Source: an optimization exercise on an open RTL-to-GDS flow (aim: small area, a short achievable clock period and few clock cycles per item). Production flows keep margins and buffers that such runs may drop. No functional check of the RTL was part of this run. Power figures rest on the tool's default switching activity, not on a simulated workload.

[design/flow/design.v]
module rtp_h264_depkt (
    input  wire       clk,
    input  wire       rst,
    input  wire       cfg_strict_f,
    input  wire       cfg_zero_byte,
    input  wire       in_valid,
    output wire       in_ready,
    input  wire [7:0] in_data,
    input  wire       in_last,
    output wire       out_valid,
    input  wire       out_ready,
    output wire [7:0] out_data,
    output wire       res_valid,
    output wire [2:0] res_cause,
    output wire [4:0] res_flags
);
    localparam [2:0] C_OK         = 3'd0;
    localparam [2:0] C_SHORT      = 3'd1;
    localparam [2:0] C_FBIT       = 3'd2;
    localparam [2:0] C_TRUNC_DON  = 3'd3;
    localparam [2:0] C_TRUNC_SIZE = 3'd4;
    localparam [2:0] C_TRUNC_EXTRA= 3'd5;
    localparam [2:0] C_ZERO_SIZE  = 3'd6;
    localparam [2:0] C_TRUNC_UNIT = 3'd7;
    localparam [3:0] S_IDLE    = 4'd0;    
    localparam [3:0] S_FU_HDR  = 4'd1;    
    localparam [3:0] S_COPY    = 4'd2;    
    localparam [3:0] S_SZ0     = 4'd3;    
    localparam [3:0] S_SZ1     = 4'd4;    
    localparam [3:0] S_UNIT    = 4'd5;    
    localparam [3:0] S_UNIT_F  = 4'd6;    
    localparam [3:0] S_UHDR    = 4'd7;    
    localparam [3:0] S_FUB_DON = 4'd8;    
    localparam [3:0] S_AG_DON  = 4'd9;    
    localparam [3:0] S_EXT     = 4'd10;   
    localparam [3:0] S_DRAIN   = 4'd11;   
    reg  [3:0]  state;
    reg         first;       
    reg  [7:0]  hdr;         
    reg         mtap;        
    reg         m24;         
    reg  [1:0]  cnt;         
    reg  [2:0]  pc;          
    reg  [15:0] remain;      
    reg         rem1;        
    reg         rem0;        
    reg         hi0;         
    reg  [4:0]  sflags;      
    reg         d_rdy;       
    reg         d_rdyo;      
    reg         d_pend;      
    reg         d_emit;      
    reg         d_idle;      
    reg         d_fuh;       
    reg         d_pass;      
    reg         d_phdr;      
    reg         d_one;       
    reg         d_ucn;       
    reg         d_okr;       
    reg         d_oku;       
    reg         d_sz1;       
    reg  [2:0]  d_cause;     
    function [4:0] classify(input [4:0] ty);
        case (ty)
            5'd1: classify = 5'b01000;
            5'd5: classify = 5'b10000;
            5'd6: classify = 5'b00100;
            5'd7: classify = 5'b00001;
            5'd8: classify = 5'b00010;
            default: classify = 5'b00000;
        endcase
    endfunction
    wire [4:0] t0 = in_data[4:0];
    wire t_single = (t0 != 5'd0) && !(t0[4] && t0[3]);
    wire zb_app   = cfg_zero_byte && ((t0 == 5'd6) || (t0 == 5'd7) || (t0 == 5'd8));
    wire uf       = cfg_strict_f && in_data[7];
    wire d_zero   = (in_data == 8'd0);
    wire sz_z     = hi0 && d_zero;
    assign in_ready  = d_rdy || (d_rdyo && out_ready);
    wire   take      = in_valid && in_ready;
    assign out_valid = d_pend || (in_valid && (d_emit || (d_idle && t_single) ||
                                               (d_fuh && in_data[7])));
    assign out_data[7:1] = ({7{d_pass}} & in_data[7:1]) | ({7{d_phdr}} & hdr[7:1]);
    assign out_data[0]   = (d_pass && in_data[0]) || (d_phdr && hdr[0]) || d_one ||
                           (d_ucn && !zb_app);
    assign res_valid    = take && in_last;
    assign res_cause[2] = d_cause[2];
    assign res_cause[1] = d_cause[1] || (d_oku && uf);
    assign res_cause[0] = d_cause[0] || (d_sz1 && !sz_z);
    assign res_flags    = ({5{d_okr}} & sflags) |
                          ({5{d_oku && !uf}} & (sflags | classify(t0)));
    wire st_idle = (state == S_IDLE);
    wire st_fuh  = (state == S_FU_HDR);
    wire st_uhdr = (state == S_UHDR);
    wire st_body = (state == S_UHDR) || (state == S_UNIT) || (state == S_UNIT_F);
    always @(posedge clk) begin
        if (st_idle) begin
            hdr    <= in_data;
            mtap   <= (t0 == 5'd26) || (t0 == 5'd27);
            m24    <= (t0 == 5'd27) || (t0 == 5'd29);
            sflags <= classify(t0);
        end
        if (st_fuh) begin
            hdr[4:0] <= t0;
            sflags   <= in_data[7] ? classify(t0) : 5'd0;
        end
        if (st_uhdr && in_valid)
            sflags <= sflags | classify(t0);
        if (state == S_SZ0) begin
            remain[15:8] <= in_data;
            hi0          <= d_zero;
        end
        if (state == S_SZ1) begin
            remain[7:0] <= in_data;
            rem1 <= hi0 && (in_data == 8'd1);
            rem0 <= sz_z;
        end
        if (st_body && take) begin
            remain <= remain - 16'd1;
            rem1   <= (remain == 16'd2);
            rem0   <= rem1;
        end
    end
    reg [3:0] n_state;
    reg [2:0] n_pc;
    reg [1:0] n_cnt;
    reg       n_first;
    always @(*) begin
        n_state = state;
        n_pc    = pc;
        n_cnt   = cnt;
        n_first = first;
        if (d_pend && out_ready)
            n_pc = pc - 3'd1;
        if (st_uhdr && in_valid && !pc[1] && out_ready)
            n_pc = (zb_app && !pc[0]) ? 3'd1 : 3'd2;
        if (take) begin
            n_first = st_idle;
            case (state)
                S_IDLE: begin
                    n_cnt = 2'd0;
                    if (uf) begin
                        n_cnt   = 2'd2;
                        n_state = S_DRAIN;
                    end else if (t_single) begin
                        n_pc    = zb_app ? 3'd4 : 3'd3;
                        n_state = S_COPY;
                    end else if (t0 == 5'd24)
                        n_state = S_SZ0;
                    else if (t0 == 5'd25 || t0 == 5'd26 || t0 == 5'd27)
                        n_state = S_AG_DON;
                    else if (t0 == 5'd28 || t0 == 5'd29)
                        n_state = S_FU_HDR;
                    else
                        n_state = S_DRAIN;
                end
                S_FU_HDR: begin
                    if (in_data[7])
                        n_pc = 3'd3;
                    n_state = m24 ? S_FUB_DON : S_COPY;
                end
                S_FUB_DON: begin
                    n_cnt = 2'd1;
                    if (cnt[0])
                        n_state = S_COPY;
                end
                S_AG_DON: begin
                    n_cnt = 2'd1;
                    if (cnt[0])
                        n_state = S_SZ0;
                end
                S_SZ0:
                    n_state = S_SZ1;
                S_SZ1: begin
                    n_cnt = m24 ? 2'd0 : 2'd1;
                    if (mtap)
                        n_state = S_EXT;
                    else if (sz_z) begin
                        n_cnt   = 2'd1;
                        n_state = S_DRAIN;
                    end else
                        n_state = S_UHDR;
                end
                S_EXT: begin
                    n_cnt = cnt + 2'd1;
                    if (cnt == 2'd3) begin
                        if (rem0) begin
                            n_cnt   = 2'd1;
                            n_state = S_DRAIN;
                        end else
                            n_state = S_UHDR;
                    end
                end
                S_UHDR, S_UNIT, S_UNIT_F: begin
                    n_pc = 3'd0;
                    if (rem1) begin
                        if (st_uhdr ? uf : (state == S_UNIT_F)) begin
                            n_cnt   = 2'd2;
                            n_state = S_DRAIN;
                        end else
                            n_state = S_SZ0;
                    end else if (st_uhdr)
                        n_state = uf ? S_UNIT_F : S_UNIT;
                end
                default: ;
            endcase
            if (in_last) begin
                n_state = S_IDLE;
                n_pc    = 3'd0;
            end
        end
        if (rst) begin
            n_state = S_IDLE;
            n_pc    = 3'd0;
        end
    end
    reg n_rem1, n_rem0;
    always @(*) begin
        n_rem1 = rem1;
        n_rem0 = rem0;
        if (state == S_SZ1) begin
            n_rem1 = hi0 && (in_data == 8'd1);
            n_rem0 = sz_z;
        end
        if (st_body && take) begin
            n_rem1 = (remain == 16'd2);
            n_rem0 = rem1;
        end
    end
    wire n_uhdr  = (n_state == S_UHDR);
    wire n_pend  = (n_pc != 3'd0) && !n_uhdr;
    wire n_emitg = (n_state == S_IDLE) || (n_state == S_FU_HDR) || (n_state == S_COPY) ||
                   (n_state == S_SZ0) || (n_state == S_SZ1) || (n_state == S_UNIT) ||
                   (n_state == S_UNIT_F);
    wire n_short = (n_state == S_IDLE) || n_first;
    reg [2:0] n_cause;
    always @(*) begin
        case (n_state)
            S_FUB_DON: n_cause = n_cnt[0] ? C_OK : C_TRUNC_DON;
            S_SZ0:     n_cause = C_TRUNC_SIZE;
            S_SZ1:     n_cause = mtap ? C_TRUNC_EXTRA : C_ZERO_SIZE;
            S_EXT:     n_cause = (n_cnt != 2'd3) ? C_TRUNC_EXTRA :
                                 n_rem0 ? C_ZERO_SIZE : C_TRUNC_UNIT;
            S_UHDR,
            S_UNIT:    n_cause = n_rem1 ? C_OK : C_TRUNC_UNIT;
            S_UNIT_F:  n_cause = n_rem1 ? C_FBIT : C_TRUNC_UNIT;
            S_DRAIN:   n_cause = {n_cnt[0], n_cnt[0] | n_cnt[1], 1'b0};
            default:   n_cause = C_OK;
        endcase
        if (n_short)
            n_cause = C_SHORT;
    end
    always @(posedge clk) begin
        state  <= n_state;
        pc     <= n_pc;
        cnt    <= n_cnt;
        first  <= n_first;
        d_rdy  <= !n_pend && !n_emitg && !n_uhdr;
        d_rdyo <= !n_pend && (n_emitg || (n_uhdr && n_pc[1]));
        d_pend <= n_pend;
        d_emit <= !n_pend && ((n_emitg && n_state != S_IDLE && n_state != S_FU_HDR) || n_uhdr);
        d_idle <= !n_pend && (n_state == S_IDLE);
        d_fuh  <= !n_pend && (n_state == S_FU_HDR);
        d_pass <= !n_pend && (n_state == S_COPY || n_state == S_UNIT ||
                              n_state == S_UNIT_F || (n_uhdr && n_pc[1]));
        d_phdr <= n_pend && (n_pc == 3'd1);
        d_one  <= (n_pend && n_pc == 3'd2) || (n_uhdr && !n_pc[1] && n_pc[0]);
        d_ucn  <= n_uhdr && !n_pc[1] && !n_pc[0];
        d_okr  <= !n_short && ((n_state == S_COPY) || (n_state == S_FUB_DON && n_cnt[0]) ||
                               (n_state == S_AG_DON) || (n_state == S_UNIT && n_rem1) ||
                               (n_state == S_DRAIN && n_cnt == 2'd0));
        d_oku  <= !n_short && n_uhdr && n_rem1;
        d_sz1  <= !n_short && (n_state == S_SZ1) && !mtap;
        d_cause <= n_cause;
    end
endmodule
[design/flow/run.sh]
#!/bin/bash
# synth_recipe.tcl (not shown) runs the flow's synth.tcl, then flattens the netlist and writes it again
# the make line also repeats each setting of config.mk as NAME=value (left out here)
make -C /OpenROAD-flow-scripts/flow DESIGN_CONFIG=/design/flow/config.mk WORK_HOME=/design/flow/orfs CLKGATE_MAP_FILE= SYNTH_SCRIPT=/design/flow/synth_recipe.tcl finish
[design/flow/config.mk]
export PLATFORM = sky130hd
export DESIGN_NAME = rtp_h264_depkt
export DESIGN_NICKNAME = rtp_h264_depkt
export VERILOG_FILES = /design/flow/design.v
export SDC_FILE = /design/flow/constraint.sdc
export NUM_CORES = 4
export LEC_CHECK = 0
export CAP_MARGIN = 20
export CORE_MARGIN = 2
export CORE_UTILIZATION = 40
export SETUP_SLACK_MARGIN = 2.3
export SLEW_MARGIN = 20
[design/flow/constraint.sdc]
create_clock -name core_clock -period 5.0 [get_ports {clk}]
set_input_delay 1.0000 -clock core_clock [delete_from_list [all_inputs] [get_ports {clk}]]
set_output_delay 1.0000 -clock core_clock [all_outputs]
set_load 0.01 [all_outputs]
==> summary.txt <==
==> worst max path at each step <==
stage / from / end / slack (ns)
after detailed placement: in_data[0] / res_cause[0] / 0.76
after global routing: in_data[1] / d_pass$_DFF_P_ / 1.84
after CTS: in_data[1] / d_pass$_DFF_P_ / 1.89
after global placement: in_data[0] / res_cause[0] / 0.85
final: in_data[1] / d_pass$_DFF_P_ / 1.89
after floorplan: in_data[3] / d_pass$_DFF_P_ / 1.97
==> registers in the layout, indices dropped and copies added (netlist names), 2 cells and up <==
name and flops:
remain 16, hdr 8, d_cause 3, pc 3, sflags 5, state 4
cnt 2
==> layer usage <==
| metal | up-vias | global-route usage (%) | part of all wire [%] |
|---|---|---|---|
| li1 | 1827 | - | - |
| met2 | 169 | 37.55 | 49 |
| met5 | - | 0 | 0 |
| met3 | 36 | 3.762 | 6.6 |
| met4 | 0 | 11.79 | 2.7 |
| met1 | 1957 | 31.72 | 42 |
==> cell type report <==
class | count | share of cell area [%]
Inverter | 20 | 1.633
Tap cell | 129 | 2.886
Sequential cell | 60 | 27.47
Timing Repair Buffer | 118 | 18.99
Clock buffer | 14 | 3.647
Clock inverter | 2 | 0.2013
Multi-Input combinational cell | 329 | 45.17
==> cell families after synthesis <==
group,Yosys count
simple gates,184
mux,2
xor+xnor,14
fa+ha+maj,4
compound gates,125
buf+inv,49
flops,60
==> metrics by stage <==
step | instances | total power, mW | instance area (um^2) | setup WS (ns) | utilization [%]
after floorplan | 438 | 1.115 | 3911 | 1.973 | -
after detailed placement | 576 | 1.290 | 4258 | 0.7558 | 45.86
after global placement | 576 | 1.289 | 4258 | 0.8498 | 45.86
after global routing | 672 | 2.093 | 5593 | 1.841 | 60.24
final | 672 | 1.992 | 5593 | 1.887 | 60.24
after CTS | 646 | 1.823 | 5009 | 1.888 | 53.95
==> layout by cell type, fill, tap and decap left out, drive strengths merged, types with 6 or more instances in the layout <==
master / Yosys / routed
nor2b: 6 / 6
nand2: 48 / 48
a22o: 8 / 8
edfxtp: 32 / 32
nand3: 13 / 13
nand2b: 12 / 12
dfxtp: 28 / 28
a211oi: 6 / 6
clkbuf: 9 / 16
nor2: 39 / 39
nand4: 6 / 6
and2: 6 / 6
buf: 20 / 106
o21ai: 22 / 22
a21oi: 30 / 30
nor3: 17 / 17
a21o: 6 / 6
o211ai: 6 / 6
and3: 6 / 6
xor2: 7 / 7
nor4: 7 / 7
o31ai: 6 / 6
xnor2: 7 / 7
inv: 17 / 17
==> synth_stat cells, types with 7 or more instances <==
master / count
buf_2: 13
xor2_1: 7
dfxtp_1: 28
nor4_1: 7
a22o_1: 8
nand2_1: 47
nand3_1: 12
xnor2_1: 7
edfxtp_1: 32
a21oi_1: 29
inv_1: 16
nand2b_1: 11
clkbuf_1: 9
o21ai_0: 22
nor2_1: 37
nor3_1: 15
==> power by group through the flow <==
stage | combinational, mW | sequential, mW | clock, mW
2_1_floorplan | 0.432 | 0.683 | 0
3_3_place_gp | 0.548 | 0.741 | 0
3_5_place_dp | 0.550 | 0.740 | 0
4_1_cts | 0.620 | 0.734 | 0.469
5_1_grt | 0.841 | 0.759 | 0.493
6_report | 0.775 | 0.746 | 0.472
==> what timing repair did <==
action,in CTS,in global routing
buffers inserted,54,25
endpoints found under the hold margin,0,0
gates cloned,0,1
hold buffers,0,0
resized for setup,167,94
pin swaps,28,39
setup endpoints to repair,57,31
==> worst max-delay path: stages <==
cell and delay, ns:
buf_6 0.09, buf_6 0.12, buf_6 0.12, nor4b_4 0.29
buf_4 0.16, o21ai_2 0.05, buf_4 0.13, o211ai_1 0.21
a31o_2 0.19, o22ai_2 0.08, or3_4 0.36, or4_4 0.49
nand3_2 0.10
==> summary.txt <==
Outcome
  • Status: complete, no violations

Clock network
  • Max Root-Sink Buffers: 2
  • TritonCTS Buffers: 9
  • Worst-path clk slew: 0.08 ns
  • CTS tree: yes
  • Skew-Pair Late Insertion Delay: 0.35 ns
  • Clock H-tree levels: 3
  • Root Buffer: clkbuf_8
  • Clock sinks: 60

GRT
  • Pin count of the biggest net entering global routing: 25
  • Gr ovfl total: 0
  • Global-route wire length before repair: 18.96 mm
  • Vias in the first global route: 3787
  • Initial antenna violation count: 0
  • Total track usage: 23.75%

Logic synthesis
  • Synth Register Bits: 60
  • Synth Area in Simple Gates: 25.52%
  • Mux cell area share after synthesis: 0.5882%
  • Xor-xnor portion of the synthesized cell area: 3.203%
  • Largest cells by area after synthesis: edfxtp_1, dfxtp_1, nand2_1, a21oi_1, nor2_1
  • Post-Syn Instances: 438
  • Netlist cell types: 73
  • Number of synthesized flops with an enable pin: 32
  • Top cell type's share of synthesized area: 25.10%
  • Largest area contributor in the synthesized netlist: edfxtp_1
  • Adder-Cell Fraction of Synth Area: 1.307%
  • Synth warn: 1
  • Top_reg_cell synth: edfxtp_1
  • Post-synth net total: 457
  • Largest family of logic cells by synthesized area: simple AND/OR/NAND/NOR gates
  • Async S/R FF share, synth: 0%
  • Synth Area in Compound Gates: 23.53%
  • Mapped Avg Cell Area: approximately 8.7 um^2
  • Cell Area, Synth: 0.003829 mm^2
  • Sequential fraction of the synthesis area: 39.74%

Routing
  • First drt pass iteration count: 6
  • Via count: between 3000 and 4000
  • Residual DRC: 0
  • Final ANT Viol Nets: 0
  • Number of vias per cell: between 5 and 6
  • Average wire per standard cell: 19.20 um
  • Post-Route WL: 12.90 mm
  • Drt initial violations: around 380

Timing
  • Final setup viols: 0
  • Fin. Hold Viols: 0
  • Period utilization: 62.27%
  • Rel. slew slack: 47.69%
  • RSZ-0062 raised after global routing: true
  • Setup_tns: 0 ns
  • Fin Hold WS: 0.5480 ns
  • Fin. max-slew vios: 0
  • Max Clk Rate: 321.2 MHz
  • Final Skew: 0.01561 ns
  • Period minus WS final: roughly 3.1 ns
  • Slew @ Worst Pin: 0.7794 ns

Pwr
  • Logic pwr share: ~39%
  • NetSw: 736.0 uW
  • Peak supply drop: between 0.2 and 0.25 mV
  • Power Density: 356.2 mW/mm^2
  • Leakage: 2.154 nW
  • Clk pwr share: a little under a quarter
  • Reg power frac: 37.4%
  • Switching share of power: between 30 and 40%
  • Int Pwr: 1.256 mW

Setup path
  • Crit path capture type: flip-flop
  • Req. time, crit path: 5.29 ns
  • Startpoint Class: input port
  • Worst Reg-to-Reg Cells: 8
  • Worst reg2reg endpoint: d_pass$_DFF_P_
  • Worst R2R Start: state[3]$_DFF_P_
  • Critical path peak fanout: 5
  • WP data arrival: approximately 3.4 ns
  • Flop2flop setup slack: 2.14 ns
  • Critical path class: input port to flip-flop

Floorplanning
  • Cell row count: 35
  • Die Y: between 100 and 150 um
  • Initial core utilization: roughly 41%
  • Die area: 0.01037 mm^2
  • Core box area: 0.009284 mm^2
  • Io pins: 34
  • Die W: 101.8 um

Cells and area
  • FF+latch area: 0.001536 mm^2
  • Area taken by multi-input logic gates: 0.002526 mm^2
  • Fraction of layout cells with a size suffix above 1: 40.70%
  • Area grow syn2layout: 46.08%
  • Fin nets: 557
  • # fillers: 750
  • # diodes: 0

Min path
  • Hold path depth: 2
  • Hold Crit Endpoint: first$_DFF_P_
  • Worst hold start: first$_DFF_P_
  • HP Class: flip-flop to flip-flop

Placed design
  • Gp weighted congestion: around 0.86
  • IO Port Bufs: 33
  • DP HPWL: ~7.6 mm

Run
  • Maxcap violations: 0

[separate check: timing with driven ports]
In the flow no input, the clock included, has a driving cell. The finished layout below was timed again as built, in two steps.
Step 1 assumes that a clkbuf_16 drives the clock port and a buf_2 every other input.
Step 2, shift: input delay + t, output delay - t, t = (earliest + latest rising clock arrival at the registers) / 2. This alone moves slack from input paths to output paths.
Slacks: ideal ports / drivers / drivers and shift; pairs: ideal ports / drivers.
t, ns: 0.381
setup slack, ns: 1.887 / 1.863 / 1.507
worst setup path at the end: input to register
After both steps this run still meets setup and hold. The setup slack of this run moves by -0.024 ns with the drivers and by -0.380 ns with both steps.
